Background: an optimization exercise with open tools, aiming at small area. Do not read the settings as production practice. RTL that was checked went through simulation tests only; none was proved equivalent to the original. Only the layout flow was run in runs 2 to 5; the RTL was not checked for function there. No activity file was given, so power comes from the tool's default toggle rates.

==> flow/design.v <==
module pipe_core (
    input  wire        clk,
    input  wire        rst,
    output wire [31:0] imem_addr,
    input  wire [31:0] imem_rdata,
    output wire [4:0]  rf_raddr1,
    output wire [4:0]  rf_raddr2,
    input  wire [31:0] rf_rdata1,
    input  wire [31:0] rf_rdata2,
    output wire        rf_we,
    output wire [4:0]  rf_waddr,
    output wire [31:0] rf_wdata,
    output wire [31:0] dmem_addr,
    output wire        dmem_re,
    output wire        dmem_we,
    output wire [31:0] dmem_wdata,
    input  wire [31:0] dmem_rdata,
    output wire [31:0] pc,
    output wire [31:0] ifid_instr,
    output wire [31:0] idex_instr,
    output wire [31:0] exmem_instr,
    output wire [31:0] memwb_instr
);
    reg [31:2] pc_q;         
    reg [31:0] ifid_q;
    reg [31:0] idex_q;
    reg [31:0] exmem_q;
    reg [31:0] memwb_q;
    reg [31:0] ex_a_q;       
    reg [31:0] ex_b_q;       
    reg [31:0] mem_alu_q;    
    reg [31:0] mem_wd_q;     
    reg [31:0] wb_q;         
    wire [5:0] d_op = ifid_q[31:26];
    wire [4:0] d_rs = ifid_q[25:21];
    wire [4:0] d_rt = ifid_q[20:16];
    wire [5:0] e_op = idex_q[31:26];
    wire       e_rtype = (e_op == 6'h00);
    wire       e_lw    = (e_op == 6'h23);
    wire       e_wr    = e_rtype | e_lw;
    wire [4:0] e_dst   = e_op[0] ? idex_q[20:16] : idex_q[15:11];
    wire [5:0] m_op = exmem_q[31:26];
    wire       m_lw = (m_op == 6'h23);
    wire       m_sw = (m_op == 6'h2B);
    wire       m_wr = (m_op == 6'h00) | m_lw;
    wire [4:0] m_dst = m_op[0] ? exmem_q[20:16] : exmem_q[15:11];
    wire [5:0] w_op = memwb_q[31:26];
    wire       w_wr = (w_op == 6'h00) | (w_op == 6'h23);
    wire [4:0] w_dst = w_op[0] ? memwb_q[20:16] : memwb_q[15:11];
    wire [5:0]  e_fn  = idex_q[5:0];
    wire        e_imm = e_op[5];
    wire [31:0] e_b   = e_imm ? {{16{idex_q[15]}}, idex_q[15:0]} : ex_b_q;
    wire        e_sub = ~e_imm & e_fn[1];
    wire [32:0] e_sum;
    pc_bk_add #(.N(32)) u_alu_add (.a(ex_a_q), .b(e_b ^ {32{e_sub}}), .cin(e_sub), .s(e_sum[31:0]), .cout(e_sum[32]));
    wire        e_lt  = ~e_sum[32];
    wire        e_fok   = e_fn[5] & ~e_fn[4];
    wire        e_addsub = e_imm | (e_fok & e_fn[3:0] == 4'h0) | (e_fok & e_fn[3:0] == 4'h2);
    wire        e_and   = ~e_imm & e_fok & (e_fn[3:0] == 4'h4);
    wire        e_or    = ~e_imm & e_fok & (e_fn[3:0] == 4'h5);
    wire        e_slt   = ~e_imm & e_fok & (e_fn[3:0] == 4'hA);
    wire [31:0] e_res = ({32{e_addsub}} & e_sum[31:0])
                      | ({32{e_and}} & (ex_a_q & ex_b_q))
                      | ({32{e_or}}  & (ex_a_q | ex_b_q))
                      | {31'd0, e_slt & e_lt};
    wire [31:0] m_wb = m_lw ? dmem_rdata : mem_alu_q;
    wire [4:0] f_rs = imem_rdata[25:21];
    wire [4:0] f_rt = imem_rdata[20:16];
    wire [5:0] d_opx = ifid_q[31:26];
    wire       d_wr  = (d_opx == 6'h00) | (d_opx == 6'h23);
    wire [4:0] d_dst = d_opx[0] ? ifid_q[20:16] : ifid_q[15:11];
    reg m_hit_rs, m_hit_rt, e_hit_rs, e_hit_rt;
    always @(posedge clk) begin
        if (rst) begin
            m_hit_rs <= 1'b0;
            m_hit_rt <= 1'b0;
            e_hit_rs <= 1'b0;
            e_hit_rt <= 1'b0;
        end else begin
            m_hit_rs <= e_wr & (e_dst == f_rs) & (|f_rs);
            m_hit_rt <= e_wr & (e_dst == f_rt) & (|f_rt);
            e_hit_rs <= d_wr & (d_dst == f_rs) & (|f_rs);
            e_hit_rt <= d_wr & (d_dst == f_rt) & (|f_rt);
        end
    end
    wire [31:0] d_eq_a = m_hit_rs ? mem_alu_q : rf_rdata1;
    wire [31:0] d_eq_b = m_hit_rt ? mem_alu_q : rf_rdata2;
    wire        d_equal = (d_eq_a == d_eq_b);
    wire [31:0] d_fa = e_hit_rs ? e_res : (m_hit_rs & m_lw) ? dmem_rdata : d_eq_a;
    wire [31:0] d_fb = e_hit_rt ? e_res : (m_hit_rt & m_lw) ? dmem_rdata : d_eq_b;
    wire        d_beq   = (d_op == 6'h04);
    wire        d_j     = (d_op == 6'h02);
    wire        d_taken = d_beq & d_equal;
    wire [29:0] d_pc4, d_br;
    wire        d_pc4_co, d_br_co;
    pc_bk_add #(.N(30)) u_pc_inc (.a(pc_q), .b(30'd0), .cin(1'b1), .s(d_pc4), .cout(d_pc4_co));
    pc_bk_add #(.N(30)) u_pc_br (.a(pc_q), .b({{14{ifid_q[15]}}, ifid_q[15:0]}), .cin(1'b1), .s(d_br), .cout(d_br_co));
    wire [29:0] d_seq   = d_taken ? d_br : d_pc4;
    wire [31:2] d_next  = d_j ? {d_pc4[29:26], ifid_q[25:0]} : d_seq;
    assign imem_addr   = {pc_q, 2'b00};
    assign pc          = {pc_q, 2'b00};
    assign rf_raddr1   = d_rs;
    assign rf_raddr2   = d_rt;
    assign rf_we       = w_wr;
    assign rf_waddr    = w_dst;
    assign rf_wdata    = wb_q;
    assign dmem_addr   = mem_alu_q;
    assign dmem_re     = m_lw;
    assign dmem_we     = m_sw;
    assign dmem_wdata  = mem_wd_q;
    assign ifid_instr  = ifid_q;
    assign idex_instr  = idex_q;
    assign exmem_instr = exmem_q;
    assign memwb_instr = memwb_q;
    always @(posedge clk) begin
        if (rst) begin
            pc_q    <= 30'd0;
            ifid_q  <= 32'd0;
            idex_q  <= 32'd0;
            exmem_q <= 32'd0;
            memwb_q <= 32'd0;
        end else begin
            pc_q    <= d_next;
            ifid_q  <= imem_rdata;
            idex_q  <= ifid_q;
            exmem_q <= idex_q;
            memwb_q <= exmem_q;
        end
    end
    always @(posedge clk) begin
        ex_a_q    <= d_fa;
        ex_b_q    <= d_fb;
        mem_alu_q <= e_res;
        mem_wd_q  <= ex_b_q;
        wb_q      <= m_wb;
    end
endmodule
module pc_bk_add #(parameter N = 32) (
    input  wire [N-1:0] a,
    input  wire [N-1:0] b,
    input  wire         cin,
    output wire [N-1:0] s,
    output wire         cout
);
    localparam integer TOPD = (N > 32) ? 32 : (N > 16) ? 16 : (N > 8) ? 8 : (N > 4) ? 4 : (N > 2) ? 2 : 1;
    reg [N-1:0] g, p;
    reg [N:0]   c;
    integer i, d;
    always @(*) begin
        g = a & b;
        p = a ^ b;
        g[0] = g[0] | (p[0] & cin);
        for (d = 1; d < N; d = d * 2)
            for (i = 2 * d - 1; i < N; i = i + 2 * d) begin
                g[i] = g[i] | (p[i] & g[i-d]);
                p[i] = p[i] & p[i-d];
            end
        for (d = TOPD; d >= 1; d = d / 2)
            for (i = 3 * d - 1; i < N; i = i + 2 * d) begin
                g[i] = g[i] | (p[i] & g[i-d]);
                p[i] = p[i] & p[i-d];
            end
        c[0] = cin;
        for (i = 0; i < N; i = i + 1)
            c[i+1] = g[i];
    end
    assign s    = a ^ b ^ c[N-1:0];
    assign cout = c[N];
endmodule
==> flow/flow/run.sh <==
#!/bin/bash
set -euo pipefail
bash standard.sh \
  "BUFFER_PORTS_ARGS=-buffer_cell sky130_fd_sc_hd__buf_1" \
  "CTS_ARGS=-sink_clustering_enable -repair_clock_nets -buf_list sky130_fd_sc_hd__clkbuf_8 -sink_clustering_size 12 -sink_clustering_max_diameter 60 -dont_use_dummy_load" \
  finish > standard.log 2>&1
==> flow/standard.sh <==
#!/bin/bash
# synth_recipe.tcl (not shown) runs the flow's synth.tcl, then flattens the netlist and writes it again
# the make line also repeats each setting of config.mk as NAME=value (left out here)
make -C /OpenROAD-flow-scripts/flow DESIGN_CONFIG=/design/flow/config.mk WORK_HOME=/design/flow/orfs CLKGATE_MAP_FILE= SYNTH_SCRIPT=/design/flow/synth_recipe.tcl "${@:-finish}"
==> flow/config.mk <==
export PLATFORM = sky130hd
export DESIGN_NAME = pipe_core
export DESIGN_NICKNAME = pipe_core
export VERILOG_FILES = /design/flow/design.v
export SDC_FILE = /design/flow/constraint.sdc
export NUM_CORES = 4
export LEC_CHECK = 0
export CAP_MARGIN = 20
export CORE_MARGIN = 2
export CORE_UTILIZATION = 40
export SLEW_MARGIN = 20
==> flow/constraint.sdc <==
create_clock -name core_clock -period 5.5 [get_ports {clk}]
set_input_delay 1.1000 -clock core_clock [delete_from_list [all_inputs] [get_ports {clk}]]
set_output_delay 1.1000 -clock core_clock [all_outputs]
set_load 0.01 [all_outputs]
==> run summary, run 1 <==
After clock tree synthesis, the repair step resized 0 gates. The dominant combinational cell family by area after synthesis was simple AND/OR/NAND/NOR gates. The clock-pin transition on the worst setup and hold timing paths was 0.08 ns. The detailed-route wire length per cell was 20.7 um. Summing the areas of all compound-gate instances in the mapped netlist gives 11.7% of the synthesized area. Across the run, the number of max-cap violations was 0.

The clock reaches the later pin of the worst-skew pair after 0.61 ns. After clock tree synthesis, the flow added hold-fix buffers numbering 0. The run gives 29.2% as the share of power burned in the clock network. Overall power consumption after layout is estimated at 4940 uW. Detailed placement ended at an HPWL of 40800 um. The die covers 42400 um^2. The switching power is 1500 uW. The fraction of registers with async set or reset after synthesis is 0%.

The number of cells produced by synthesis was 1721; the final design utilization was 45.8%. The xor/xnor cell area share of the yosys netlist was 8.26%. After layout, the worst path uses 83.0% of the clock period. At the worst endpoint, the required time is 6.03 ns.

The die is 206 um wide. TritonCTS built the clock tree. For this run, the number of Yosys warnings is 3.

The routed via count divided by cell count is 5.23, and the post-route standard cell area excluding fillers is 18600 um^2. The run gives 24.8% as the overall global routing resource usage. After the first detailed-routing iteration, the DRC count stood at 799. The core region is 40600 um^2. The total overflow left after global routing is 0. The number of failing setup endpoints in the final timing report came out at 0. Routability-driven placement finished with a final weighted congestion of 0.901. Between clock sinks in the finished design, the worst skew comes to 0.0633 ns. The kind of critical path was flop to flop. Relative to the synthesized area, the layout overhead comes to 13.9%.

The net count of the finished layout is 2308. The internal power was 3440 uW. The final route contains 13600 vias. The relative slew slack is 27.8%, and the count of buffers from port buffering is 431. The number of synthesized flops with an enable pin was 0; the initial antenna violation count was 4. Total iterations of the first detailed-routing run: 5. Entering global routing, the biggest net connects 77 pins. For this run, the leading register cell type out of synthesis is sky130_fd_sc_hd__dfxtp_1.

The number of distinct standard cells referenced by the synthesized netlist was 69; the placed instance area was 18100 um^2. Dividing total power by cell area gives a power density of 266 nW/um^2. The tools report the number of max-slew violations in the final report as 0. The tools report the number of placed cells counting well taps as 2567. The total wirelength of the detailed-routed design is 54100 um. Per report_power, the combinational group accounts for 17.7% of the total. The final count of hold timing violations was 0; the effective utilization at floorplan was 40.3%. The achievable clock frequency was 219 MHz; the number of global-route vias before repair was 13100. In this run the static leakage power is 0.00745 uW.

Of all nets on the critical path, the largest fanout is 19. The proportion of total power due to net switching is 30.3%, and the sequential group share of total power is 53.1%. The tools report the sink count of the clock tree as 322. The synthesized netlist occupies a cell area of 16300 um^2. Counting I/O delays and the setup requirement, the final critical path takes 4.57 ns. STA puts the critical path data arrival time at 5.09 ns. Setup repair after global routing left no endpoint under its margin. The number of placement rows was 74; the basic-gate share of the synthesized area counting and, or, nand and nor cells was 16.7%. For the largest voltage drop on the vdd net, the log shows 0.000198 V. For the number of remaining DRC errors, the log shows 0. The class of the tightest hold or removal check was flop to flop. In this run the number of H-tree levels came out at 2. The first global-routing pass estimated 79100 um of wire. The fraction of the yosys area taken by sequential cells was 39.5%. Buffers inserted during clock tree synthesis total 38.

Counting flops and latches in the post-synthesis netlist gives 322. The average cell area after synthesis was 9.48 um^2. The number of buffers on the longest clock path is 3, and the I/O pin total is 436.

The multiplexer area fraction after synthesis works out to 7.28%. The endpoint class of the critical path was a flop. The number of buffers added for setup after CTS was 0. The run finished with no timing, DRC or antenna violations. The fraction of layout cells with a size suffix above 1 was 5.93%. The clock root buffer is sky130_fd_sc_hd__clkbuf_8.

Once detail routing completed, the nets flagged for antenna violations numbered 0. The worst setup path is launched from a flop. The transition time at the pin with the least slew margin was 1.08 ns; the final-layout setup total negative slack was 0 ns. Excluding fillers, the count of instances in the completed layout stands at 2608. From bottom edge to top edge, the die measures 206 um.

The area share of fa/ha/maj cells after synthesis is 11.3%.
-- worst max-delay path, stage by stage, from the launching register on --
cell,delay (ns)
sky130_fd_sc_hd__dfxtp_2,0.71
sky130_fd_sc_hd__buf_4,0.43
sky130_fd_sc_hd__xnor2_1,0.16
sky130_fd_sc_hd__o21ai_0,0.10
sky130_fd_sc_hd__ha_1,0.39
sky130_fd_sc_hd__a21o_1,0.16
sky130_fd_sc_hd__or3_1,0.10
sky130_fd_sc_hd__o2111ai_1,0.14
sky130_fd_sc_hd__nor3_1,0.55
sky130_fd_sc_hd__nor3b_1,0.15
sky130_fd_sc_hd__nor3_1,0.35
sky130_fd_sc_hd__a21oi_1,0.16
sky130_fd_sc_hd__fa_1,0.42
sky130_fd_sc_hd__xor2_1,0.16
sky130_fd_sc_hd__o21ai_0,0.32
sky130_fd_sc_hd__nand2_1,0.10
sky130_fd_sc_hd__o21ai_1,0.10
-- cell usage in the layout (no fill, tap or decap), types with 30 or more instances in the layout --
| master | instances |
|---|---|
| sky130_fd_sc_hd__nor2_1 | 90 |
| sky130_fd_sc_hd__o21ai_0 | 132 |
| sky130_fd_sc_hd__nand2_1 | 162 |
| sky130_fd_sc_hd__mux2i_1 | 79 |
| sky130_fd_sc_hd__a21oi_1 | 30 |
| sky130_fd_sc_hd__clkbuf_8 | 38 |
| sky130_fd_sc_hd__mux2_2 | 33 |
| sky130_fd_sc_hd__fa_1 | 31 |
| sky130_fd_sc_hd__xor2_1 | 90 |
| sky130_fd_sc_hd__ha_1 | 72 |
| sky130_fd_sc_hd__dfxtp_1 | 315 |
| sky130_fd_sc_hd__maj3_1 | 32 |
| sky130_fd_sc_hd__a21o_1 | 39 |
| sky130_fd_sc_hd__xnor2_1 | 64 |
| sky130_fd_sc_hd__buf_1 | 430 |
| sky130_fd_sc_hd__nor2b_1 | 138 |
-- metrics by stage --
step	worst slack (ns)	hold WS [ns]
final	0.934	0.388
after global routing	0.504	0.402
after CTS	0.916	0.391
after detailed placement	0.906	0.379
after global placement	1.01	0.382
after floorplan	1.14	0.353
-- cells in the mapped netlist (all sizes together) (32+ instances only) --
cell type,instances,area (um^2)
a21o,39,293
buf,74,505
clkbuf,66,248
dfxtp,322,6450
ha,72,901
maj3,32,320
mux2,35,398
mux2i,79,791
nand2,164,623
nor2,91,349
nor2b,138,863
o21ai,143,716
xnor2,64,561
xor2,90,788
-- worst paths after layout --
check                       start                   to  slack (ns)  depth (start not counted)
max          idex_q[1]$_SDFF_PP0_   ex_a_q[29]$_DFF_P_        0.93                         16
min             ex_b_q[2]$_DFF_P_  mem_wd_q[2]$_DFF_P_        0.39                          0
max reg2reg  idex_q[1]$_SDFF_PP0_   ex_a_q[29]$_DFF_P_        0.93                         16
min reg2reg     ex_b_q[2]$_DFF_P_  mem_wd_q[2]$_DFF_P_        0.39                          0
-- cells by family (layout without fill, tap and decap cells) --
| family | count (synthesis) | count (layout) |
|---|---|---|
| flip-flops | 322 | 322 |
| AND/OR/NAND/NOR | 532 | 532 |
| buffers and inverters | 169 | 518 |
| other | 1 | 7 |
| XOR/XNOR | 154 | 154 |
| AO/OA/AOI/OAI | 294 | 294 |
| adder cells (fa/ha/maj) | 135 | 135 |
| multiplexers | 114 | 114 |
-- power groups by stage --
stage | Sequential (uW) | Clock, uW | Combinational [uW]
6_report | 2620 | 1440 | 872
4_1_cts | 2620 | 1500 | 870
3_3_place_gp | 2670 | 0 | 852
2_1_floorplan | 2660 | 0 | 541
5_1_grt | 2640 | 1580 | 970
3_5_place_dp | 2670 | 0 | 864
-- sequential cells by signal, indices dropped and copies added, names as in the netlist, 32 cells and up --
register	cells
ex_a_q	32
ex_b_q	32
exmem_q	32
idex_q	32
ifid_q	32
mem_alu_q	32
mem_wd_q	32
memwb_q	32
wb_q	32
-- layer usage --
metal  up-vias  track usage (%)  wire (um)
met3        95             5.66       4000
li1       6554                -          -
met5         -                0          0
met2       468             39.6      24800
met4         0             9.57       1820
met1      6522             32.4      23400
-- layout make-up --
| type | count | area, um^2 |
|---|---|---|
| Antenna cell | 3 | 7.51 |
| Sequential cell | 322 | 6460 |
| Tap cell | 532 | 666 |
| Timing Repair Buffer | 451 | 1790 |
| Multi-Input combinational cell | 1233 | 9040 |
| Clock buffer | 38 | 523 |
| Inverter | 29 | 109 |
| Fill cell | 4019 | 22000 |
==> run 2, diff against run 1 <==
--- a/flow/design.v
+++ b/flow/design.v
@@ -144,3 +144,3 @@
 );
-    localparam integer TOPD = (N > 32) ? 32 : (N > 16) ? 16 : (N > 8) ? 8 : (N > 4) ? 4 : (N > 2) ? 2 : 1;
+    localparam integer TOPD = 1 << ($clog2(N) - 1);
     reg [N-1:0] g, p;
==> run 2 against run 1 <==
Against the previous run:
- maximum frequency did not move
- area after synthesis did not move
- non-clock buffer count unchanged
- still clean
- via count unchanged
- register-to-register slack hardly changed
- setup slack unchanged
- global-route usage unchanged
- synthesized cell count unchanged
- die area did not move
==> run summary, run 2 <==
The number of placement rows is 74 (unchanged), and the achievable clock frequency is 219 MHz (unchanged). The path class of the tightest hold or removal check is flop to flop. The number of max-slew violations in the final report was 0 (unchanged).

The final HPWL from detailed placement is 40800 um (unchanged). For the residual overflow from global routing, the log shows 0 (unchanged). Horizontal die dimension: 206 um (unchanged). Sink count of the clock tree: 322 (unchanged).

The post-route clock skew is 0.0633 ns (unchanged). The total die area is 42400 um^2 (unchanged), and the number of cells produced by synthesis is 1721 (unchanged). The run finished with no timing, DRC or antenna violations. The final hold slack was 0.388 ns (unchanged). The worst setup path is captured at a flop. The maximum fanout along the worst path was 19 (unchanged); the summed instance area of the synthesized netlist was 16300 um^2 (unchanged).

TritonCTS built the clock tree. The run gives 2308 (unchanged) as the final net count. The ratio of total power to cell area was 266 nW/um^2 (unchanged). For the number of buffers added for setup after CTS, the log shows 0 (unchanged). The count of buffers from port buffering was 431 (unchanged). The run gives 17.7% (about the same) as the logic gate share of total power. Leading cell type by number of instances after synthesis: sky130_fd_sc_hd__dfxtp_1. The run gives 0.61 ns (about the same) as the worst-skew pair later-pin latency. Routed via count divided by cell count: 5.23 (unchanged). The post-synthesis register bit count works out to 322 (unchanged).

For the violation count after the first detailed-routing iteration, the log shows 799 (unchanged). Count of nets left with antenna violations after detail routing: 0 (unchanged). The static leakage came out at 0.00745 uW (unchanged). Via count: 13600 (unchanged).

The arrival time of the worst setup path is 5.09 ns (about the same), and the global placement routability congestion is 0.901 (unchanged). The tools report the share of power burned in the clock network as 29.2% (about the same). The clock-pin transition on the worst setup and hold timing paths is 0.08 ns (about the same), and the area share of fa/ha/maj cells after synthesis is 11.3% (unchanged). The critical path is of the flop to flop type. The area growth from synthesis to final layout came out at 13.9% (unchanged). For the final count of hold timing violations, the log shows 0 (unchanged). The average cell area after synthesis is 9.48 um^2 (unchanged). Number of failing setup endpoints in the final timing report: 0 (unchanged).

The leading area contributor after synthesis was sky130_fd_sc_hd__dfxtp_1. For the H-tree depth, the log shows 2 (unchanged). Dominant combinational cell family by area after synthesis: simple AND/OR/NAND/NOR gates. The tools report the max-cap check violation count as 0 (unchanged).

The detailed-route wire length per cell is 20.7 um (unchanged), and the synthesized-area fraction occupied by ao, oa, aoi and oai cells is 11.7% (unchanged). The basic-gate share of the synthesized area counting and, or, nand and nor cells is 16.7% (unchanged). The die span in y works out to 206 um (unchanged).

The maximum number of pins on one net before global-route repair was 77 (unchanged); the number of distinct standard cells referenced by the synthesized netlist was 69 (unchanged). The proportion of total power due to net switching is 30.3% (unchanged). The relative slew slack came out at 27.8% (unchanged). Total iterations of the first detailed-routing run: 5 (unchanged).

The share of the synthesized area in the top cell type is 39.5% (unchanged), and the fraction of layout cells with a size suffix above 1 is 5.93% (unchanged). For the number of buffers on the longest clock path, the log shows 3 (unchanged). The fraction of registers with async set or reset after synthesis was 0% (unchanged). The final worst-path cycle share was 83.0% (unchanged). The run gives 79100 um (unchanged) as the wire length of the first global-routing pass. The initial antenna violation count is 4 (unchanged). Leaving out fill and tap cells, the most frequent cell in the layout is sky130_fd_sc_hd__buf_1. The multiplexer area fraction after synthesis was 7.28% (unchanged). Sorting the synthesized cells by how often they occur yields 322 x sky130_fd_sc_hd__dfxtp_1, 163 x sky130_fd_sc_hd__nand2_1, 138 x sky130_fd_sc_hd__nor2b_1.

Effective utilization at floorplan: 40.3% (unchanged). By area the synthesized netlist is led by sky130_fd_sc_hd__dfxtp_1 39%, sky130_fd_sc_hd__ha_1 5.5%, sky130_fd_sc_hd__nor2b_1 5.3%. In the layout the commonest cells are 430 x sky130_fd_sc_hd__buf_1, 315 x sky130_fd_sc_hd__dfxtp_1, 162 x sky130_fd_sc_hd__nand2_1.

The tools report the largest voltage drop on the vdd net as 0.000198 V (unchanged). Count of yosys warnings during synthesis: 3 (unchanged). Setup repair after global routing left no endpoint under its margin.

The transition time at the pin with the least slew margin is 1.08 ns (unchanged), and the area of the core is 40600 um^2 (unchanged). Worst endpoint required time: 6.03 ns (about the same). In the synthesized netlist the dominant register cell turns out to be sky130_fd_sc_hd__dfxtp_1. The run gives 0 (unchanged) as the hold buffer count at cts.

Internal power: 3440 uW (unchanged). The xor/xnor cell area share of the yosys netlist is 8.26% (unchanged), and the overall global routing resource usage is 24.8% (unchanged). The run gives 53.1% (about the same) as the sequential group share of total power. Number of global-route vias before repair: 13100 (unchanged).

Minimum period implied by the final worst setup slack: 4.57 ns (unchanged). The final-layout setup total negative slack was 0 ns (unchanged). The number of synthesized flops with an enable pin was 0 (unchanged). Switching power: 1500 uW (unchanged).

For the I/O pin total, the log shows 436 (unchanged). The run gives 0 (unchanged) as the post-cts resize count. The number of remaining DRC errors is 0 (unchanged). The tree is rooted in a sky130_fd_sc_hd__clkbuf_8. For the fraction of the yosys area taken by sequential cells, the log shows 39.5% (unchanged).

The total wirelength of the detailed-routed design is 54100 um (unchanged), and the number of buffers created by CTS is 38 (unchanged). The startpoint type of the worst setup path is a flop.
run 2: cell families (layout without fill, tap and decap cells):
kind of cell,Yosys count,in the layout
buffers and inverters,169,518
muxes,114,114
and+or+nand+nor,532,532
DFF,322,322
xor gates and xnor gates,154,154
other,1,7
adders and majority gates,135,135
AOI/OAI and AO/OA,294,294
run 2: final timing paths:
kind	start	end	slack [ns]	cells after the start
setup / recovery	idex_q[1]$_SDFF_PP0_	ex_a_q[29]$_DFF_P_	0.93	16
hold / removal	ex_b_q[2]$_DFF_P_	mem_wd_q[2]$_DFF_P_	0.39	0
hold reg to reg	ex_b_q[2]$_DFF_P_	mem_wd_q[2]$_DFF_P_	0.39	0
setup reg to reg	idex_q[1]$_SDFF_PP0_	ex_a_q[29]$_DFF_P_	0.93	16
run 2: critical path: stages (launching register included):
cell	delay (ns)
sky130_fd_sc_hd__dfxtp_2	0.71
sky130_fd_sc_hd__buf_4	0.43
sky130_fd_sc_hd__xnor2_1	0.16
sky130_fd_sc_hd__o21ai_0	0.10
sky130_fd_sc_hd__ha_1	0.39
sky130_fd_sc_hd__a21o_1	0.16
sky130_fd_sc_hd__or3_1	0.10
sky130_fd_sc_hd__o2111ai_1	0.14
sky130_fd_sc_hd__nor3_1	0.55
sky130_fd_sc_hd__nor3b_1	0.15
sky130_fd_sc_hd__nor3_1	0.35
sky130_fd_sc_hd__a21oi_1	0.16
sky130_fd_sc_hd__fa_1	0.42
sky130_fd_sc_hd__xor2_1	0.16
sky130_fd_sc_hd__o21ai_0	0.32
sky130_fd_sc_hd__nand2_1	0.10
sky130_fd_sc_hd__o21ai_1	0.10
run 2: area by class of cell:
cell class | count | area, um^2
inverter | 29 | 109
multi-input combinational | 1233 | 9040
clock buffer | 38 | 523
tap | 532 | 666
timing repair buffer | 451 | 1790
antenna | 3 | 7.51
sequential | 322 | 6460
fill | 4019 | 22000
run 2: per-stage QoR:
step | cell area [um^2] | power (uW) | setup slack (ns) | util, % | instances
floorplan | 16300 | 3200 | 1.14 | - | 1724
global placement | 18000 | 3520 | 1.01 | 44.5 | 2566
detailed placement | 18100 | 3540 | 0.906 | 44.5 | 2567
CTS | 18600 | 4990 | 0.916 | 45.8 | 2605
global route | 18600 | 5190 | 0.504 | 45.8 | 2606
finish | 18600 | 4940 | 0.934 | 45.8 | 2608
run 2: power by group through the flow:
stage	clock, uW	combinational, uW	sequential (uW)
after detailed placement	0	864	2670
after floorplan	0	541	2660
after global placement	0	852	2670
after CTS	1500	870	2620
after global routing	1580	970	2640
final	1440	872	2620
run 2: per-layer routing:
| layer | global-route usage (%) | part of all wire, % | vias up |
|---|---|---|---|
| met3 | 5.66 | 7.4 | 95 |
| met4 | 9.57 | 3.4 | 0 |
| met5 | 0 | 0 | - |
| li1 | - | - | 6554 |
| met1 | 32.4 | 43 | 6522 |
| met2 | 39.6 | 46 | 468 |
==> run 3, diff against run 2 <==
==> flow/flow/run.sh (replaced) <==
#!/bin/bash
set -euo pipefail
bash standard.sh \
  "BUFFER_PORTS_ARGS=-buffer_cell sky130_fd_sc_hd__buf_1" \
  "CTS_ARGS=-sink_clustering_enable -repair_clock_nets -buf_list sky130_fd_sc_hd__clkbuf_16 -sink_clustering_size 24 -sink_clustering_max_diameter 80 -dont_use_dummy_load" \
  finish > standard.log 2>&1
==> run 3 against run 2 <==
Against the previous run:
- still clean on timing, DRC and antenna
- routed wire length is 0.20% lower
- worst hold slack worse by 0.025 ns
- area after synthesis stayed put
- total power increased by 1.5%
- register-to-register slack improved by 0.02 ns
- maximum frequency increased by 0.35%
- final area up 0.17%
- global-route usage fell by 0.39 points
==> run summary, run 3 <==
The logs give 0 (unchanged) for the final count of hold timing violations and 2567 (unchanged) for the number of placed cells counting well taps. The area share of fa/ha/maj cells after synthesis was 11.3% (unchanged). The library cell used most frequently in the layout, excluding fill and tap cells, is sky130_fd_sc_hd__buf_1. The number of buffers on the longest clock path is 3 (unchanged), and the cell count of the worst reg-to-reg path is 16 (unchanged). The endpoint class of the critical path was a flop.

The leading cell type by number of instances after synthesis is sky130_fd_sc_hd__dfxtp_1. The run gives 0.000204 V (+3.0%) as the largest voltage drop on the vdd net. The run finished with no timing, DRC or antenna violations. The number of distinct standard cells referenced by the synthesized netlist is 69 (unchanged), and the number of buffers added for setup after CTS is 0 (unchanged). The worst endpoint required time was 5.97 ns (-0.06 ns); the relative slew slack was 27.8% (about the same). The number of synthesized flops with an enable pin was 0 (unchanged). The average cell area after synthesis was 9.48 um^2 (unchanged); the non-filler instance count after layout was 2594 (-0.54%). The logs give 3 (unchanged) for the count of yosys warnings during synthesis and 4 (unchanged) for the initial antenna violation count. The xor/xnor cell area share of the yosys netlist works out to 8.26% (unchanged). The number of remaining DRC errors is 0 (unchanged), and the ratio of total power to cell area is 269 nW/um^2 (+1.3%). Startpoint type of the worst setup path: a flop.

The tools report the launch point of the worst reg-to-reg path as idex_q[1]$_SDFF_PP0_. The minimum period implied by the final worst setup slack was 4.55 ns (-0.0158 ns). The capture instance of the worst register-to-register path was ex_a_q[29]$_DFF_P_.

The run gives 0.901 (unchanged) as the global placement routability congestion. The fraction of the yosys area taken by sequential cells came out at 39.5% (unchanged). The horizontal die dimension works out to 206 um (unchanged). The die span in y is 206 um (unchanged), and the number of failing setup endpoints in the final timing report is 0 (unchanged). Detailed-route wire length per cell: 20.8 um (+0.34%). By area, the combinational part of the netlist is dominated by simple AND/OR/NAND/NOR gates. The maximum fanout along the worst path works out to 19 (unchanged).

The worst hold path begins at ex_b_q[15]$_DFF_P_. Effective utilization at floorplan: 40.3% (unchanged). The tools report the count of nets left with antenna violations after detail routing as 0 (unchanged).

Total die area: 42400 um^2 (unchanged). Final-layout setup total negative slack: 0 ns (unchanged). The wire length of the first global-routing pass was 78500 um (-0.66%).

Number of placement rows: 74 (unchanged). For the max-cap check violation count, the log shows 0 (unchanged). TritonCTS built the clock tree.

After synthesis, the cell types taking the most area are sky130_fd_sc_hd__dfxtp_1 39%, sky130_fd_sc_hd__ha_1 5.5%, sky130_fd_sc_hd__nor2b_1 5.3%. The final net count was 2292 (-0.69%); the multiplexer area fraction after synthesis was 7.28% (unchanged). The H-tree depth is 1 (-1), and the fraction of registers with async set or reset after synthesis is 0% (unchanged). The transition time at the pin with the least slew margin was 1.08 ns (+0.000294 ns).

The leading area contributor after synthesis was sky130_fd_sc_hd__dfxtp_1. The number of buffers created by CTS was 22 (-42%). The fraction of layout cells with a size suffix above 1 is 5.20% (-0.73 points). The slack of the worst reg-to-reg path was 0.95 ns (+0.02 ns). Setup repair after global routing left no endpoint under its margin.

The achievable clock frequency is 220 MHz (+0.35%). The logs give 0 (unchanged) for the number of max-slew violations in the final report and 0.906 ns (unchanged) for the minimum setup slack after placement. Sink count of the clock tree: 322 (unchanged). The commonest cells after synthesis are 322 x sky130_fd_sc_hd__dfxtp_1, 163 x sky130_fd_sc_hd__nand2_1, 138 x sky130_fd_sc_hd__nor2b_1. The final worst-path cycle share was 82.7% (-0.29 points); the number of cells on the worst hold path was 0 (unchanged).

The routed via count divided by cell count was 5.25 (+0.41%); the area of the core was 40600 um^2 (unchanged). The I/O pin total was 436 (unchanged); the clock-pin transition on the worst setup and hold timing paths was 0.09 ns (about the same). The synthesized-area fraction occupied by ao, oa, aoi and oai cells was 11.7% (unchanged). The via count came out at 13600 (-0.12%). For the post-cts resize count, the log shows 0 (unchanged). The count of buffers from port buffering is 431 (unchanged).

For the static leakage, the log shows 0.00745 uW (about the same). In the layout the commonest cells are 430 x sky130_fd_sc_hd__buf_1, 315 x sky130_fd_sc_hd__dfxtp_1, 162 x sky130_fd_sc_hd__nand2_1. The summed instance area of the synthesized netlist is 16300 um^2 (unchanged).

The arrival time of the worst setup path is 5.02 ns (-0.07 ns). The tools report the clock root buffer as sky130_fd_sc_hd__clkbuf_16. The violation count after the first detailed-routing iteration was 814 (+1.9%). For this run, the leading register cell type out of synthesis is sky130_fd_sc_hd__dfxtp_1.

The run gives 5 (unchanged) as the total iterations of the first detailed-routing run. The run gives 77 (unchanged) as the maximum number of pins on one net before global-route repair. The post-synthesis register bit count works out to 322 (unchanged). The run gives 40800 um (unchanged) as the final HPWL from detailed placement.

Kind of critical path: flop to flop. The number of global-route vias before repair came out at 13000 (-0.79%). The share of the synthesized area in the top cell type works out to 39.5% (unchanged).

The end point of the most critical hold path was mem_wd_q[15]$_DFF_P_. The basic-gate share of the synthesized area counting and, or, nand and nor cells works out to 16.7% (unchanged). The logs give 45.9% (+0.080 points) for the final design utilization and 0.56 ns (-0.05 ns) for the worst-skew pair later-pin latency.

The tools report the smallest setup slack after layout as 0.949 ns (+0.0158 ns). The logs give 54000 um (-0.20%) for the total wirelength of the detailed-routed design and 24.4% (-0.39 points) for the overall global routing resource usage. Number of cells produced by synthesis: 1721 (unchanged). The path class of the tightest hold or removal check is flop to flop. The residual overflow from global routing was 0 (unchanged); the post-route clock skew was 0.0628 ns (-0.000537 ns). For the final hold slack, the log shows 0.363 ns (-0.0253 ns). The hold buffer count at cts was 0 (unchanged); the area growth from synthesis to final layout was 14.1%.
## run 3: how the worst max path moves through the flow
| stage | start | endpoint | slack [ns] | cells after the start |
|---|---|---|---|---|
| 2_1_floorplan | idex_q[1]$_SDFF_PP0_ | ex_b_q[15]$_DFF_P_ | 1.14 | 17 |
| 3_3_place_gp | idex_q[1]$_SDFF_PP0_ | ex_a_q[22]$_DFF_P_ | 1.01 | 14 |
| 3_5_place_dp | idex_q[1]$_SDFF_PP0_ | ex_a_q[22]$_DFF_P_ | 0.91 | 14 |
| 4_1_cts | idex_q[1]$_SDFF_PP0_ | ex_a_q[22]$_DFF_P_ | 0.93 | 14 |
| 5_1_grt | idex_q[1]$_SDFF_PP0_ | ex_b_q[29]$_DFF_P_ | 0.51 | 16 |
| 6_report | idex_q[1]$_SDFF_PP0_ | ex_a_q[29]$_DFF_P_ | 0.95 | 16 |
## run 3: cells by family (layout without fill, tap and decap cells)
logic type                 Yosys count  count (layout)
AOI/OAI and AO/OA                  294             294
other                                1               9
DFF                                322             322
and+or+nand+nor                    532             532
xor gates and xnor gates           154             154
buffers and inverters              169             502
adders and majority gates          135             135
muxes                              114             114
## run 3: routing by layer
| layer | track usage (%) | part of all wire, % | vias to the layer above |
|---|---|---|---|
| met5 | 0 | 0 | - |
| met4 | 7.68 | 3.1 | 0 |
| met3 | 5.16 | 7.2 | 92 |
| met2 | 39.6 | 46 | 473 |
| met1 | 32.4 | 44 | 6533 |
| li1 | - | - | 6524 |
## run 3: final cells by class
class                           instances  area [um^2]
Clock buffer                           22          551
Antenna cell                            5         12.5
Tap cell                              532          666
Timing Repair Buffer                  451         1790
Fill cell                            4005        21900
Multi-Input combinational cell       1233         9040
Sequential cell                       322         6460
Inverter                               29          109
## run 3: per-stage QoR
step | instance area, um^2 | power [uW]
5_1_grt | 18600 | 5240
2_1_floorplan | 16300 | 3200
3_3_place_gp | 18000 | 3520
4_1_cts | 18600 | 5060
3_5_place_dp | 18100 | 3540
6_report | 18600 | 5010
## run 3: power by group
part           internal [uW]  leakage (uW)  switching [uW]
Sequential              2460       0.00266             157
Clock                    709      0.000271             807
Combinational            361       0.00452             512
Total                   3530       0.00745            1480
## run 3: critical path: stages, from the launching register on
cell and delay [ns]:
sky130_fd_sc_hd__dfxtp_2 0.70, sky130_fd_sc_hd__buf_4 0.42, sky130_fd_sc_hd__xnor2_1 0.16, sky130_fd_sc_hd__o21ai_0 0.10, sky130_fd_sc_hd__ha_1 0.39, sky130_fd_sc_hd__a21o_1 0.16, sky130_fd_sc_hd__or3_1 0.10, sky130_fd_sc_hd__o2111ai_1 0.14
sky130_fd_sc_hd__nor3_1 0.55, sky130_fd_sc_hd__nor3b_1 0.15, sky130_fd_sc_hd__nor3_1 0.34, sky130_fd_sc_hd__a21oi_1 0.15, sky130_fd_sc_hd__fa_1 0.42, sky130_fd_sc_hd__xor2_1 0.16, sky130_fd_sc_hd__o21ai_0 0.33, sky130_fd_sc_hd__nand2_1 0.10
sky130_fd_sc_hd__o21ai_1 0.09
==> run 4, diff against run 3 <==
--- a/flow/design.v
+++ b/flow/design.v
@@ -53,4 +53,3 @@
     wire        e_sub = ~e_imm & e_fn[1];
-    wire [32:0] e_sum;
-    pc_bk_add #(.N(32)) u_alu_add (.a(ex_a_q), .b(e_b ^ {32{e_sub}}), .cin(e_sub), .s(e_sum[31:0]), .cout(e_sum[32]));
+    wire [32:0] e_sum = {1'b0, ex_a_q} + {1'b0, e_b ^ {32{e_sub}}} + {32'd0, e_sub};
     wire        e_lt  = ~e_sum[32];
@@ -93,6 +92,4 @@
     wire        d_taken = d_beq & d_equal;
-    wire [29:0] d_pc4, d_br;
-    wire        d_pc4_co, d_br_co;
-    pc_bk_add #(.N(30)) u_pc_inc (.a(pc_q), .b(30'd0), .cin(1'b1), .s(d_pc4), .cout(d_pc4_co));
-    pc_bk_add #(.N(30)) u_pc_br (.a(pc_q), .b({{14{ifid_q[15]}}, ifid_q[15:0]}), .cin(1'b1), .s(d_br), .cout(d_br_co));
+    wire [29:0] d_pc4   = pc_q + 30'd1;
+    wire [29:0] d_br    = pc_q + {{14{ifid_q[15]}}, ifid_q[15:0]} + 30'd1;
     wire [29:0] d_seq   = d_taken ? d_br : d_pc4;
@@ -137,33 +134 @@
 endmodule
-module pc_bk_add #(parameter N = 32) (
-    input  wire [N-1:0] a,
-    input  wire [N-1:0] b,
-    input  wire         cin,
-    output wire [N-1:0] s,
-    output wire         cout
-);
-    localparam integer TOPD = 1 << ($clog2(N) - 1);
-    reg [N-1:0] g, p;
-    reg [N:0]   c;
-    integer i, d;
-    always @(*) begin
-        g = a & b;
-        p = a ^ b;
-        g[0] = g[0] | (p[0] & cin);
-        for (d = 1; d < N; d = d * 2)
-            for (i = 2 * d - 1; i < N; i = i + 2 * d) begin
-                g[i] = g[i] | (p[i] & g[i-d]);
-                p[i] = p[i] & p[i-d];
-            end
-        for (d = TOPD; d >= 1; d = d / 2)
-            for (i = 3 * d - 1; i < N; i = i + 2 * d) begin
-                g[i] = g[i] | (p[i] & g[i-d]);
-                p[i] = p[i] & p[i-d];
-            end
-        c[0] = cin;
-        for (i = 0; i < N; i = i + 1)
-            c[i+1] = g[i];
-    end
-    assign s    = a ^ b ^ c[N-1:0];
-    assign cout = c[N];
-endmodule
==> flow/flow/run.sh (replaced) <==
#!/bin/bash
set -euo pipefail
bash standard.sh "BUFFER_PORTS_ARGS=-buffer_cell sky130_fd_sc_hd__buf_1" finish > standard.log 2>&1
--- a/flow/config.mk
+++ b/flow/config.mk
@@ -10,2 +10,3 @@
 export CORE_UTILIZATION = 40
+export CTS_BUF_LIST = sky130_fd_sc_hd__clkbuf_4
 export SLEW_MARGIN = 20
==> run 4 against run 3 <==
Against the previous run:
- global-route usage increased by 2.5 points
- clock skew fell by 0.016 ns
- routed wire length is 13% higher
- cell count increased by 13%
- non-clock buffer count decreased by 1
- critical path type unchanged
- highest routed layer unchanged
==> run summary, run 4 <==
Routed via count divided by cell count: 5.46 (+3.9%). The global placement routability congestion is 0.964 (+6.9%), and the horizontal die dimension is 210 um (+2.1%). Final worst-path cycle share: 73.6% (-9.1 points).

The main flop type after synthesis was sky130_fd_sc_hd__dfxtp_1. The run gives 0 (unchanged) as the residual overflow from global routing. The count of buffers from port buffering was 431 (unchanged).

The initial antenna violation count was 2 (-2); the arrival time of the worst setup path was 4.80 ns (-0.22 ns). The number of cells produced by synthesis is 1935 (+12%), and the total iterations of the first detailed-routing run is 5 (unchanged). Post-synthesis register bit count: 322 (unchanged).

The largest total area in the synthesized netlist belongs to sky130_fd_sc_hd__dfxtp_1. The number of buffers on the longest clock path came out at 3 (unchanged). The number of buffers created by CTS was 90 (+310%). The fraction of registers with async set or reset after synthesis is 0% (unchanged). The H-tree depth is 3 (+2), and the number of max-slew violations in the final report is 0 (unchanged). The final net count is 2531 (+10%), and the number of distinct standard cells referenced by the synthesized netlist is 76 (+10%). The maximum fanout along the worst path came out at 11 (-8). The logs give 2777 (+8.2%) for the number of placed cells counting well taps and 0.000171 V (-16%) for the largest voltage drop on the vdd net. The final-layout setup total negative slack was 0 ns (unchanged). The tools report the endpoint class of the critical path as a flop. In this run the worst hold path is classified as flop to flop. The tools report the number of remaining DRC errors as 0 (unchanged). The startpoint type of the worst setup path was a flop. The number of buffers added for setup after CTS came out at 0 (unchanged). Leaving out fill and tap cells, the most frequent cell in the layout is sky130_fd_sc_hd__buf_1. The violation count after the first detailed-routing iteration was 1318 (+62%); the count of nets left with antenna violations after detail routing was 0 (unchanged). The run finished with no timing, DRC or antenna violations. The number of global-route vias before repair was 15400 (+18%). For the area of the core, the log shows 41900 um^2 (+3.4%). The critical path in this run is classified as flop to flop. The share of the synthesized area in the top cell type was 37.8% (-1.7 points).

The layout filler cell count is 4190 (+4.6%), and the non-filler instance count after layout is 2933 (+13%). The number of synthesized flops with an enable pin was 0 (unchanged); the maximum number of pins on one net before global-route repair was 79 (+2.6%). The run gives 322 (unchanged) as the sink count of the clock tree. The post-route clock skew was 0.0469 ns (-0.0159 ns); the post-cts resize count was 0 (unchanged).

The minimum setup slack after placement was 1.06 ns (+0.151 ns); the number of placement rows was 75 (+1.4%). Ranked by instance count, the synthesized netlist is headed by 322 x sky130_fd_sc_hd__dfxtp_1, 139 x sky130_fd_sc_hd__nor2b_1, 130 x sky130_fd_sc_hd__xnor2_1. The run gives 17000 um^2 (+4.4%) as the summed instance area of the synthesized netlist. The tools report the worst-skew pair later-pin latency as 0.84 ns (+0.28 ns). The count of yosys warnings during synthesis was 1 (-2).

The tools report the achievable clock frequency as 247 MHz (+12%). The effective utilization at floorplan is 40.6% (+0.36 points), and the average cell area after synthesis is 8.80 um^2 (-7.2%). The logs give 47.4% (+1.4 points) for the final design utilization and 24.1% (-3.7 points) for the relative slew slack. The transition time at the pin with the least slew margin was 1.14 ns (+0.0589 ns); the number of failing setup endpoints in the final timing report was 0 (unchanged).

The clock-pin transition on the worst setup and hold timing paths was 0.06 ns (-0.03 ns); the final hold slack was 0.380 ns (+0.0172 ns). The ratio of total power to cell area works out to 295 nW/um^2 (+9.8%). The tools report the fraction of the yosys area taken by sequential cells as 37.8% (-1.7 points). The total die area came out at 44300 um^2 (+4.3%). For the total wirelength of the detailed-routed design, the log shows 61100 um (+13%). TritonCTS built the clock tree. The final HPWL from detailed placement is 46700 um (+14%), and the area growth from synthesis to final layout is 16.6%. The tree is rooted in a sky130_fd_sc_hd__clkbuf_4.

The die span in y is 210 um (+2.1%). For the max-cap check violation count, the log shows 0 (unchanged). The smallest setup slack after layout was 1.45 ns (+0.500 ns); the I/O pin total was 436 (unchanged).

Final count of hold timing violations: 0 (unchanged). Setup repair after global routing left no endpoint under its margin. Yosys instantiated no cell more often than sky130_fd_sc_hd__dfxtp_1. The run gives 0 (unchanged) as the hold buffer count at cts. The top cell types in the final layout, fill and taps aside, are 430 x sky130_fd_sc_hd__buf_1, 317 x sky130_fd_sc_hd__dfxtp_1, 139 x sky130_fd_sc_hd__nor2b_1. The minimum period implied by the final worst setup slack was 4.05 ns (-0.500 ns); the static leakage was 0.00786 uW (+5.6%). The via count is 16000 (+17%).

The fraction of layout cells with a size suffix above 1 came out at 7.63% (+2.4 points). The run gives 6.25 ns (+0.28 ns) as the worst endpoint required time. Detailed-route wire length per cell: 20.8 um (about the same).

In the post-synthesis netlist, the biggest area contributors are sky130_fd_sc_hd__dfxtp_1 38%, sky130_fd_sc_hd__xnor2_1 6.7%, sky130_fd_sc_hd__nor2b_1 5.1%. The logs give 26.9% (+2.5 points) for the overall global routing resource usage and 90700 um (+16%) for the wire length of the first global-routing pass.
-- run 4: cell types whose count changed after synthesis, moves of 32 or more --
cell | previous run | this run
sky130_fd_sc_hd__xnor2_1 | 64 | 130
sky130_fd_sc_hd__inv_1 | 28 | 64
sky130_fd_sc_hd__a211oi_1 | 5 | 59
sky130_fd_sc_hd__a21oi_1 | 30 | 107
sky130_fd_sc_hd__nor2_1 | 90 | 122
sky130_fd_sc_hd__nand2_1 | 163 | 116
-- run 4: worst paths after layout --
kind,from,end,slack (ns),depth (start not counted)
setup / recovery,idex_q[31]$_SDFF_PP0_,ex_a_q[29]$_DFF_P_,1.45,13
hold / removal,ex_b_q[1]$_DFF_P_,mem_wd_q[1]$_DFF_P_,0.38,0
setup reg to reg,idex_q[31]$_SDFF_PP0_,ex_a_q[29]$_DFF_P_,1.45,13
hold reg to reg,ex_b_q[1]$_DFF_P_,mem_wd_q[1]$_DFF_P_,0.38,0
-- run 4: critical path, cell delays in order, from the launching register on --
cell and delay, ns:
sky130_fd_sc_hd__dfxtp_1 0.33, sky130_fd_sc_hd__clkinv_1 0.08, sky130_fd_sc_hd__nor2_1 0.81, sky130_fd_sc_hd__buf_4 0.30
sky130_fd_sc_hd__a21oi_1 0.07, sky130_fd_sc_hd__ha_1 0.38, sky130_fd_sc_hd__nand2_1 0.11, sky130_fd_sc_hd__nor2b_1 0.19
sky130_fd_sc_hd__o221ai_1 0.14, sky130_fd_sc_hd__a31oi_1 0.46, sky130_fd_sc_hd__o21a_1 0.25, sky130_fd_sc_hd__o41ai_2 0.14
sky130_fd_sc_hd__or4b_2 0.64, sky130_fd_sc_hd__nand3_1 0.08
-- run 4: layer usage --
layer / global-route usage [%] / share of wire (%) / vias up
met1: 33.8 / 42 / 7615
met5: 0 / 0 / -
met4: 10.6 / 3.8 / 0
met3: 4.83 / 6.1 / 139
met2: 45.6 / 48 / 617
li1: - / - / 7633
-- run 4: cell type report --
type,count,area [um^2],area share (%)
multi-input cells,1401,9630,48.5
flip-flops and latches,322,6450,32.5
repair buffers,450,1780,8.94
clock buffers,126,946,4.76
well taps,539,674,3.40
inverters,65,244,1.23
clock inverters,22,121,0.611
diodes,8,20.0,0.101
-- run 4: cells by family (layout without fill, tap and decap cells) --
| family | Yosys count | after routing | share of synthesized area [%] |
|---|---|---|---|
| flops | 322 | 322 | 37.8 |
| compound gates | 467 | 467 | 18.0 |
| buf+inv | 215 | 663 | 5.86 |
| xor+xnor | 197 | 197 | 10.1 |
| mux | 77 | 77 | 4.60 |
| other cells | 1 | 12 | 0.0220 |
| simple gates | 562 | 562 | 16.9 |
| fa+ha+maj | 94 | 94 | 6.65 |
-- run 4: through the flow --
step | power, uW | instance area, um^2
final | 5870 | 19900
after global routing | 6180 | 19900
after CTS | 5930 | 19800
after detailed placement | 3790 | 18800
after global placement | 3790 | 18800
after floorplan | 3380 | 17000
-- run 4: power by group --
part	internal [uW]	switching, uW	leakage, uW
combinational	433	691	0.00456
clock	1090	1020	0.000639
sequential	2470	165	0.00266
total	4000	1870	0.00786
==> run 5, diff against run 4 <==
--- a/flow/design.v
+++ b/flow/design.v
@@ -65,21 +65,8 @@
     wire [31:0] m_wb = m_lw ? dmem_rdata : mem_alu_q;
-    wire [4:0] f_rs = imem_rdata[25:21];
-    wire [4:0] f_rt = imem_rdata[20:16];
-    wire [5:0] d_opx = ifid_q[31:26];
-    wire       d_wr  = (d_opx == 6'h00) | (d_opx == 6'h23);
-    wire [4:0] d_dst = d_opx[0] ? ifid_q[20:16] : ifid_q[15:11];
-    reg m_hit_rs, m_hit_rt, e_hit_rs, e_hit_rt;
-    always @(posedge clk) begin
-        if (rst) begin
-            m_hit_rs <= 1'b0;
-            m_hit_rt <= 1'b0;
-            e_hit_rs <= 1'b0;
-            e_hit_rt <= 1'b0;
-        end else begin
-            m_hit_rs <= e_wr & (e_dst == f_rs) & (|f_rs);
-            m_hit_rt <= e_wr & (e_dst == f_rt) & (|f_rt);
-            e_hit_rs <= d_wr & (d_dst == f_rs) & (|f_rs);
-            e_hit_rt <= d_wr & (d_dst == f_rt) & (|f_rt);
-        end
-    end
+    wire d_rs_nz = |d_rs;
+    wire d_rt_nz = |d_rt;
+    wire m_hit_rs = m_wr & (m_dst == d_rs) & d_rs_nz;
+    wire m_hit_rt = m_wr & (m_dst == d_rt) & d_rt_nz;
+    wire e_hit_rs = e_wr & (e_dst == d_rs) & d_rs_nz;
+    wire e_hit_rt = e_wr & (e_dst == d_rt) & d_rt_nz;
     wire [31:0] d_eq_a = m_hit_rs ? mem_alu_q : rf_rdata1;
@@ -92,6 +79,5 @@
     wire        d_taken = d_beq & d_equal;
-    wire [29:0] d_pc4   = pc_q + 30'd1;
-    wire [29:0] d_br    = pc_q + {{14{ifid_q[15]}}, ifid_q[15:0]} + 30'd1;
-    wire [29:0] d_seq   = d_taken ? d_br : d_pc4;
-    wire [31:2] d_next  = d_j ? {d_pc4[29:26], ifid_q[25:0]} : d_seq;
+    wire [29:0] d_off   = d_taken ? {{14{ifid_q[15]}}, ifid_q[15:0]} : 30'd0;
+    wire [29:0] d_seq   = pc_q + d_off + 30'd1;
+    wire [31:2] d_next  = d_j ? {d_seq[29:26], ifid_q[25:0]} : d_seq;
     assign imem_addr   = {pc_q, 2'b00};
==> flow/run.sh (new file) <==
#!/bin/bash
# synth_recipe.tcl (not shown) runs the flow's synth.tcl, then flattens the netlist and writes it again
# the make line also repeats each setting of config.mk as NAME=value (left out here)
make -C /OpenROAD-flow-scripts/flow DESIGN_CONFIG=/design/flow/config.mk WORK_HOME=/design/flow/orfs CLKGATE_MAP_FILE= SYNTH_SCRIPT=/design/flow/synth_recipe.tcl finish
--- a/flow/config.mk
+++ b/flow/config.mk
@@ -10,3 +10,2 @@
 export CORE_UTILIZATION = 40
-export CTS_BUF_LIST = sky130_fd_sc_hd__clkbuf_4
 export SLEW_MARGIN = 20
removed: flow/flow/run.sh
removed: flow/standard.sh
==> run 5 against run 4 <==
Against the previous run:
- the layout now fails its checks (negative setup slack)
- total power increased by 27%
- count of clock-buffer cells in the layout decreased by 76
- routed wire length increased by 1.7%
- critical path depth increased by 14
- setup slack got worse by 1.7 ns
- critical path type unchanged
- critical endpoint is now pc_q[30]$_SDFF_PP0_
- largest power group unchanged
- highest routed layer unchanged
==> run summary, run 5 <==
The run finished, with violations left. The layout checks failed on negative setup slack. The worst setup path is captured at a flop. Diode insertion count for antenna repair: 0 (-8).

For the register area, the log shows 6370 um^2 (-1.3%). The tools report the startpoint type of the worst setup path as a flop. The critical path launch point is exmem_q[27]$_SDFF_PP0_. Setup repair after global routing could not meet its margin everywhere. The relative slew slack is 23.5% (-0.56 points).

The post-synthesis register bit count came out at 318 (-1.2%). The logs give -0.588 ns (-1.65 ns) for the minimum setup slack after placement and 62100 um (+1.7%) for the total wirelength of the detailed-routed design. The average cell area after synthesis is 8.92 um^2 (+1.3%), and the final count of hold timing violations is 0 (unchanged). The number of cells produced by synthesis is 1815 (-6.2%).

The worst endpoint required time is 5.97 ns (-0.28 ns). Number of max-slew violations in the final report: 0 (unchanged). The detailed-route wire length per cell was 21.0 um (+0.64%). Most common cell after layout, fill and taps aside: sky130_fd_sc_hd__clkdlybuf4s50_1. The run gives 0 (unchanged) as the count of nets left with antenna violations after detail routing. The area of the multi-input gates was 9660 um^2 (+0.29%). The leading area contributor after synthesis was sky130_fd_sc_hd__dfxtp_1. The fraction of the yosys area taken by sequential cells was 39.3% (+1.5 points); the area growth from synthesis to final layout was 54.5%. Number of global-route vias before repair: 15800 (+2.6%). The logs give -0.248 ns (-1.70 ns) for the smallest setup slack after layout and 174 MHz (-30%) for the achievable clock frequency.

The number of failing setup endpoints in the final timing report was 10 (+10); the minimum period implied by the final worst setup slack was 5.75 ns (+1.70 ns). The slack of the worst reg-to-reg path is -0.25 ns (-1.70 ns). The global placement routability congestion is 0.935 (-3.0%). The final net count was 2607 (+3.0%); the ratio of total power to cell area was 297 nW/um^2 (+0.64%).

The tools report the number of buffers created by CTS as 37 (-59%). The effective utilization at floorplan was 40.6% (about the same). Sorting the synthesized cells by area gives the leading types as sky130_fd_sc_hd__dfxtp_1 39%, sky130_fd_sc_hd__nor2b_1 5.1%, sky130_fd_sc_hd__ha_1 4.6%.

The maximum fanout along the worst path came out at 6 (-5). The root buffer cell chosen for the clock tree is sky130_fd_sc_hd__clkbuf_16. The area of the core came out at 39800 um^2 (-5.1%). The library cells used most frequently in the layout, excluding fill and tap cells, are 430 x sky130_fd_sc_hd__clkdlybuf4s50_1, 315 x sky130_fd_sc_hd__dfxtp_1, 219 x sky130_fd_sc_hd__buf_4.

The horizontal die dimension was 205 um (-2.5%); the number of distinct standard cells referenced by the synthesized netlist was 72 (-5.3%). Sum of internal, switching and leakage power: 7440 uW (+27%). The die span in y was 205 um (-2.5%). The transition time at the pin with the least slew margin works out to 1.15 ns (+0.00825 ns). The end point of the most critical hold path is mem_wd_q[1]$_DFF_P_. The sink count of the clock tree was 318 (-1.2%); the maximum number of pins on one net before global-route repair was 76 (-3.8%). The run gives 897 (-32%) as the violation count after the first detailed-routing iteration.

The tools report the number of buffers on the longest clock path as 3 (unchanged). The non-filler instance count after layout was 2964 (+1.1%); the number of remaining DRC errors was 0 (unchanged). The fraction of layout cells with a size suffix above 1 is 20.4% (+13 points).

The final worst-path cycle share works out to 105% (+31 points). The overall global routing resource usage is 28.0% (+1.1 points), and the worst-skew pair later-pin latency is 0.57 ns (-0.27 ns). The clock-pin transition on the worst setup and hold timing paths is 0.06 ns (about the same). The run gives 0 (unchanged) as the max-cap check violation count. Startpoint of the lowest-slack hold path: ex_b_q[1]$_DFF_P_.

The arrival time of the worst setup path was 6.22 ns (+1.42 ns); the total die area was 42100 um^2 (-4.9%). Static leakage: 0.0103 uW (+31%). For the layout filler cell count, the log shows 3424 (-18%).

The critical path is of the flop to flop type. The number of placement rows was 73 (-2.7%). For the I/O pin total, the log shows 436 (unchanged). The run gives 0.000244 V (+42%) as the largest voltage drop on the vdd net. For the post-route clock skew, the log shows 0.0316 ns (-0.0153 ns). The number of cells on the worst hold path is 0 (unchanged). Via count: 15900 (-0.52%). TritonCTS built the clock tree.

The wire length of the first global-routing pass is 90000 um (-0.75%). Summed instance area of the synthesized netlist: 16200 um^2 (-5.0%). The hold buffer count at cts was 0 (unchanged); the initial antenna violation count was 0 (-2). The tools report the residual overflow from global routing as 0 (unchanged). The most common cell in the synthesized netlist is sky130_fd_sc_hd__dfxtp_1. The routed via count divided by cell count is 5.37 (-1.6%), and the share of the synthesized area in the top cell type is 39.3% (+1.5 points). In the synthesized netlist, the cells that appear most often are 318 x sky130_fd_sc_hd__dfxtp_1, 155 x sky130_fd_sc_hd__nand2_1, 133 x sky130_fd_sc_hd__nor2b_1.

The fraction of registers with async set or reset after synthesis works out to 0% (unchanged). The count of yosys warnings during synthesis was 1 (unchanged). The min-delay analysis places its worst path in the category flop to flop. The cell count of the worst reg-to-reg path came out at 27 (+14). In the synthesized netlist the dominant register cell turns out to be sky130_fd_sc_hd__dfxtp_1.

The total iterations of the first detailed-routing run came out at 5 (unchanged). The capture instance of the worst register-to-register path is pc_q[30]$_SDFF_PP0_. The tools report the H-tree depth as 2 (-1). The count of buffers from port buffering was 431 (unchanged). The final HPWL from detailed placement came out at 45200 um (-3.2%).

The number of placed cells counting well taps was 2847 (+2.5%). Launch point of the worst reg-to-reg path: exmem_q[27]$_SDFF_PP0_. The number of synthesized flops with an enable pin is 0 (unchanged).
[run 5: cell count changes after synthesis, sizes merged, moves of 20 or more]
cell | previous run | this run
o211ai | 9 | 43
mux2i | 70 | 46
o31ai | 7 | 27
mux2 | 7 | 31
nor2 | 122 | 49
a21o | 64 | 36
inv | 64 | 92
nand2 | 116 | 156
clkbuf | 89 | 66
nand4 | 35 | 7
a211oi | 59 | 6
xnor2 | 130 | 80
nand3 | 45 | 15
[run 5: critical path: stages, from the launching register on]
cell and delay, ns:
sky130_fd_sc_hd__dfxtp_2 0.31, sky130_fd_sc_hd__or3_1 0.36, sky130_fd_sc_hd__a2111o_1 0.47, sky130_fd_sc_hd__or4_4 0.58
sky130_fd_sc_hd__nor4_4 0.22, sky130_fd_sc_hd__buf_4 0.21, sky130_fd_sc_hd__clkbuf_16 0.15, sky130_fd_sc_hd__buf_6 0.09
sky130_fd_sc_hd__o31ai_2 0.05, sky130_fd_sc_hd__a21oi_2 0.22, sky130_fd_sc_hd__nor4_2 0.09, sky130_fd_sc_hd__nand4_1 0.11
sky130_fd_sc_hd__buf_6 0.13, sky130_fd_sc_hd__nor2_4 0.05, sky130_fd_sc_hd__buf_6 0.13, sky130_fd_sc_hd__buf_12 0.13
sky130_fd_sc_hd__and2_4 0.16, sky130_fd_sc_hd__ha_4 0.16, sky130_fd_sc_hd__buf_6 0.11, sky130_fd_sc_hd__or3_4 0.38
sky130_fd_sc_hd__o21ai_4 0.18, sky130_fd_sc_hd__a31oi_4 0.12, sky130_fd_sc_hd__o211ai_1 0.37, sky130_fd_sc_hd__a31oi_2 0.18
sky130_fd_sc_hd__o31ai_2 0.29, sky130_fd_sc_hd__a21boi_2 0.12, sky130_fd_sc_hd__o21a_1 0.21, sky130_fd_sc_hd__nor3_2 0.09
[run 5: where the power goes]
| part | internal (uW) | switching (uW) | total, uW |
|---|---|---|---|
| Combinational | 1080 | 1100 | 2180 |
| Clock | 1520 | 1010 | 2520 |
| Sequential | 2530 | 200 | 2730 |
| Total | 5120 | 2310 | 7440 |
[run 5: layout make-up]
| cell class | count | area share, % |
|---|---|---|
| Tap cell | 525 | 2.63 |
| Inverter | 92 | 1.38 |
| Sequential cell | 318 | 25.5 |
| Timing Repair Buffer | 696 | 27.0 |
| Clock buffer | 50 | 4.31 |
| Clock inverter | 13 | 0.645 |
| Multi-Input combinational cell | 1270 | 38.6 |
[run 5: worst max-delay path by stage]
stage                                     end  slack [ns]  cells past startpoint
after CTS                 pc_q[23]$_SDFF_PP0_       -0.33                     29
final                     pc_q[30]$_SDFF_PP0_       -0.25                     27
after floorplan           pc_q[30]$_SDFF_PP0_       0.003                     24
after global placement    pc_q[30]$_SDFF_PP0_       -0.47                     26
after detailed placement  pc_q[30]$_SDFF_PP0_       -0.59                     26
after global routing      pc_q[30]$_SDFF_PP0_       -0.48                     29
[run 5: layer usage]
metal	wire, um	part of all wire, %	vias up	GRT usage, %
met5	0	0	-	0
met4	3470	5.6	0	15.1
met3	4120	6.6	203	5.85
met2	29900	48	624	47.8
met1	24600	40	7549	32.8
li1	-	-	7544	-
[run 5: repair_timing]
action,in CTS,in global routing
resized for setup,121,67
pin swaps,27,57
setup buffers,30,28
cloned,6,4
setup endpoints to repair,15,21
[run 5: cell families after synthesis]
| logic type | after synthesis | share of synthesized area, % |
|---|---|---|
| AO/OA/AOI/OAI | 476 | 19.2 |
| AND/OR/NAND/NOR | 475 | 15.2 |
| flip-flops | 318 | 39.3 |
| buffers and inverters | 230 | 6.58 |
| XOR/XNOR | 144 | 7.79 |
| adder cells (fa/ha/maj) | 94 | 6.87 |
| multiplexers | 77 | 5.00 |
| other | 1 | 0.0232 |
[run 5: stage by stage]
step | utilization, % | cell area (um^2) | TNS, ns | hold WS [ns]
3_3_place_gp | 55.8 | 22200 | -2.95 | 0.366
6_report | 62.8 | 25000 | -1.44 | 0.376
4_1_cts | 61.3 | 24400 | -1.51 | 0.375
3_5_place_dp | 55.8 | 22200 | -4.31 | 0.366
5_1_grt | 62.8 | 25000 | -3.80 | 0.387
2_1_floorplan | - | 16200 | 0 | 0.355

## re-timing with driven ports
The results above use ideal ports. As a check the final layouts listed here were re-extracted and re-timed, cells and wires unchanged. Step 1 (the two cells are an assumption about what drives the block):
set clk [get_ports {clk}]
set_driving_cell -lib_cell sky130_fd_sc_hd__clkbuf_16 $clk
set_driving_cell -lib_cell sky130_fd_sc_hd__buf_2 [delete_from_list [all_inputs] $clk]
Step 2 also shifts input and output timing later by t, the mid clock arrival at the registers, as if the neighbouring blocks saw the same clock. a / b / c = ideal / step 1 / step 2; a / b = the first two.
| run | t, ns | setup WS [ns] | worst setup path after step 2 | slew at the worst register clock pin (ns) | cell pins on the clock port's net |
|---|---|---|---|---|---|
| run 1 | 0.633 | 0.934 / 0.934 / 0.934 | register to register | 0.08 / 0.08 | 1 |
| run 2 | 0.633 | 0.934 / 0.934 / 0.934 | register to register | 0.08 / 0.08 | 1 |
| run 3 | 0.588 | 0.949 / 0.949 / 0.949 | register to register | 0.10 / 0.10 | 1 |
| run 4 | 0.869 | 1.450 / 1.450 / 0.981 | input to register | 0.07 / 0.07 | 1 |
| run 5 | 0.604 | -0.248 / -0.248 / -0.248 | register to register | 0.06 / 0.06 | 1 |
For run 4, which loses most, drivers alone change the setup slack by 0.000 ns; drivers and shift together by -0.469 ns.
